Source: an optimization exercise on an open RTL-to-GDS flow (aim: small area and few clock cycles). Production flows keep margins and buffers that such runs may drop. In this exercise RTL edits were held to simulation tests only and were not proved equivalent to the original. No activity file was given, so power comes from the tool's default toggle rates.

== job 4253 ==
## lmac_core
module lmac_core (
    input  wire       clk,
    input  wire       rst,
    input  wire       rx_valid,
    input  wire [7:0] rx_data,
    output wire       rx_ready,
    input  wire       cmd_valid,
    input  wire [3:0] cmd_op,
    input  wire [7:0] cmd_data,
    input  wire [1:0] cmd_flags,
    output wire       cmd_ready,
    output wire       rsp_valid,
    output wire [3:0] rsp_status,
    output wire       tx_valid,
    output wire [7:0] tx_data,
    input  wire       tx_ready,
    output wire       pay_valid,
    output wire [7:0] pay_data,
    output wire       err_valid,
    output wire [3:0] err_code
);
For scale: roughly 2300 cells after synthesis, roughly 1300 flip-flops, roughly 57 I/O pins, ~34000 um^2 of cells after synthesis.
make LEC_CHECK=0 CAP_MARGIN=20 CORE_MARGIN=2 CORE_UTILIZATION=60 CTS_BUF_LIST=sky130_fd_sc_hd__clkbuf_16 CTS_CLUSTER_DIAMETER=90 CTS_CLUSTER_SIZE=25 PLACE_DENSITY=0.75 SLEW_MARGIN=20 finish   # period 8.0 ns
run.sh (not shown) runs the stock make flow with config.mk's settings and CLKGATE_MAP_FILE= SYNTH_SCRIPT=/design/flow/synth_recipe.tcl, a recipe that flattens the netlist after the stock synthesis.
Testbench counts of job 4253, summed over its fixed seeds: cycles 27,617.
What job 9015 does differently from job 4253 at the input level:
--- a/flow/design.v
+++ b/flow/design.v
@@ -52,39 +52,38 @@
         ring <= {ring[8*(N-1)-1:0], ring_we ? ring_wd : ring[8*(N-1) +: 8]};
         cs   <= rst ? 7'd0 : cs1;
     end
     assign pay_data = ring_tap;
     reg [6:0] wp;          
     reg       cur_act;     
     reg [6:0] cur_start;   
     reg [6:0] rp;          
     reg       rd_active;   
     reg          sq_k [0:QD-1];    
     reg [6:0]    sq_a [0:QD-1];
     reg [6:0]    sq_b [0:QD-1];
-    reg [QB-1:0] sq_hd, sq_tl;
-    reg [QB:0]   sq_cnt;
-    wire         sq_full = (sq_cnt == QD);
-    wire         sq_nemp = (sq_cnt != 0);
-    wire         h_k = sq_k[sq_hd];
-    wire [6:0]   h_a = sq_a[sq_hd];
-    wire [6:0]   h_b = sq_b[sq_hd];
+    reg [QB:0]   sq_hd, sq_tl;     
+    wire         sq_full = (sq_tl[QB-1:0] == sq_hd[QB-1:0]) && (sq_tl[QB] != sq_hd[QB]);
+    wire         sq_nemp = (sq_tl != sq_hd);
+    wire         h_k = sq_k[sq_hd[QB-1:0]];
+    wire [6:0]   h_a = sq_a[sq_hd[QB-1:0]];
+    wire [6:0]   h_b = sq_b[sq_hd[QB-1:0]];
     reg [1:0]    eq_c [0:QE-1];    
-    reg [2:0]    eq_t [0:QE-1];    
+    reg [QB:0]   eq_t [0:QE-1];    
     reg [EB-1:0] eq_hd, eq_tl;
     reg [EB:0]   eq_cnt;
     wire         eq_full = (eq_cnt == QE);
     wire         eq_nemp = (eq_cnt != 0);
-    reg [2:0]    pc, pd;           
-    wire         err_due = eq_nemp && (eq_t[eq_hd] == pd);
+    wire [QB:0]  err_dist = sq_hd - eq_t[eq_hd];
+    wire         err_due  = eq_nemp && (err_dist < 4);
     wire [6:0] rd_sel = rd_active ? rp : h_a;
     wire       empty  = !sq_nemp && !cur_act;
     wire [6:0] base   = sq_nemp ? rd_sel : cur_start;
     wire       nfull  = cs1 != base;
     wire       cont_ok = (cs == wp) && nfull;
     wire       new_ok  = empty || ((sub_m(cs, base) >= sub_m(wp, base)) && nfull);
     wire       wr_ok   = cur_act ? cont_ok : new_ok;
     reg [7:0] rx_len;
     reg       h0ok;        
     reg [7:0] b1;          
     reg [7:0] d1, d2;      
     reg [6:0] ck_lo, ck_hi;
@@ -177,30 +176,27 @@
         spop = 1'b0; epop = 1'b0;
         rpush = 1'b0; rpush_v = 3'd0; rpop = 1'b0;
         tpush = 1'b0; tpop = 1'b0; tdone = 1'b0;
         if (rst) begin
             initialized <= 1'b0;
             err_en      <= 1'b0;
             self7       <= 7'h7F;
             dest7       <= 7'h7F;
             cur_act     <= 1'b0;
             rd_active   <= 1'b0;
             sq_hd       <= 0;
             sq_tl       <= 0;
-            sq_cnt      <= 0;
             eq_hd       <= 0;
             eq_tl       <= 0;
             eq_cnt      <= 0;
-            pc          <= 3'd0;
-            pd          <= 3'd0;
             rx_len      <= 8'd0;
             wr_act      <= 1'b0;
             tf_cnt      <= 2'd0;
             ph_cnt      <= 3'd0;
             st_v        <= 1'b0;
             tx_done     <= 2'd0;
             tx_v        <= 1'b0;
             tx_lastb    <= 1'b0;
             tph         <= T_IDLE;
         end else begin
             if (ring_we) begin
                 wp <= cs1;
@@ -304,25 +300,24 @@
                         end
                     end
                 end
             end
             if (err_due) begin
                 epop = 1'b1;
             end else if (pay_valid) begin
                 rp        <= inc_m(rs);
                 rd_active <= 1'b1;
                 if (last_slot) begin
                     rd_active <= 1'b0;
                     spop = 1'b1;
-                    pd <= pd + 3'd1;
                 end
             end
             if (tx_v && tx_ready) begin
                 tx_v <= 1'b0;
                 if (tx_lastb) begin
                     tx_lastb <= 1'b0;
                     tdone = 1'b1;
                 end
             end
             if (tx_free) begin
                 case (tph)
                     T_IDLE: if (tf_cnt != 2'd0) begin
@@ -370,30 +365,28 @@
             rpop = rsp_valid && !st_due;      
             if (st_due) st_v <= 1'b0;
             else if (rpop && st_v) st_after <= st_after - 3'd1;
             tx_done <= tx_done + tdone - rpop;
             ph_cnt  <= ph_cnt + tpush - rpop;
             if (rpush && rpush_v != 3'd7) begin
                 st_v     <= 1'b1;
                 st_s     <= rpush_v;
                 st_after <= ph_cnt - rpop;
             end
             tf_cnt <= tf_cnt + tpush - tpop;
             if (spush) begin
-                sq_k[sq_tl] <= spush_k;
-                sq_a[sq_tl] <= spush_a;
-                sq_b[sq_tl] <= spush_b;
+                sq_k[sq_tl[QB-1:0]] <= spush_k;
+                sq_a[sq_tl[QB-1:0]] <= spush_a;
+                sq_b[sq_tl[QB-1:0]] <= spush_b;
                 sq_tl <= sq_tl + 1'b1;
-                if (!spush_k) pc <= pc + 3'd1;
             end
             if (spop) sq_hd <= sq_hd + 1'b1;
-            sq_cnt <= sq_cnt + spush - spop;
             if (epush) begin
                 eq_c[eq_tl] <= epush_c;
-                eq_t[eq_tl] <= pc;
+                eq_t[eq_tl] <= sq_tl;
                 eq_tl <= eq_tl + 1'b1;
             end
             if (epop) eq_hd <= eq_hd + 1'b1;
             eq_cnt <= eq_cnt + epush - epop;
         end
     end
 endmodule
[summary]
Taking job 4253 as the reference, in job 9015 adder and majority cell fraction of the synthesized area essentially unchanged; total net switching power decreased 0.10 mW; non-clock buffer count decreased 8; floorplan die area decreased 550 um^2.
When job 9015 is measured against job 4253, its clock skew turns out 0.0087 ns higher.
In job 9015 relative to job 4253, number of clock buffers in the layout had gone down by a few percent.
Per the comparison of job 9015 with job 4253, share of cell area taken by flip-flops and latches went up 0.74 points; number of sequential storage elements went down 7; synthesized area went down about 0.9%; share of total power in the clock network went down 1.1 points.
Job 4253 → job 9015: part of the total power dissipated in sequential elements saw an increase; routed wire length increased by 2.0% relative to the old numbers; relative slew slack shows a reduction of 11 points.
Testbench counts of job 9015, summed over its fixed seeds: cycles 27,641.

==> static timing again, ports no longer ideal <==
How much do the figures lean on ideal ports? The routed layouts below were timed once more, with nothing changed but the port constraints. Step 1: set_driving_cell puts a clkbuf_16 on clk and a buf_2 on each other input, an assumption about the parent block. Step 2 times the ports against the registers' clock, not the clock port: input delays grow and output delays shrink by t, the midpoint of the rising clock arrivals with the driver on. Three values: ideal ports, drivers, drivers and shift; two values: the first two.
run | t (ns) | setup slack, ns | hold WS [ns] | latest minus earliest clock arrival (ns)
job 4253 | 0.700 | 0.854 / 0.794 / 1.494 | 0.311 / 0.311 / 0.311 | 0.031 / 0.032
job 9015 | 0.688 | 0.732 / 0.673 / 1.230 | 0.321 / 0.321 / 0.321 | 0.039 / 0.038
After both steps setup and hold are still met in every run listed.
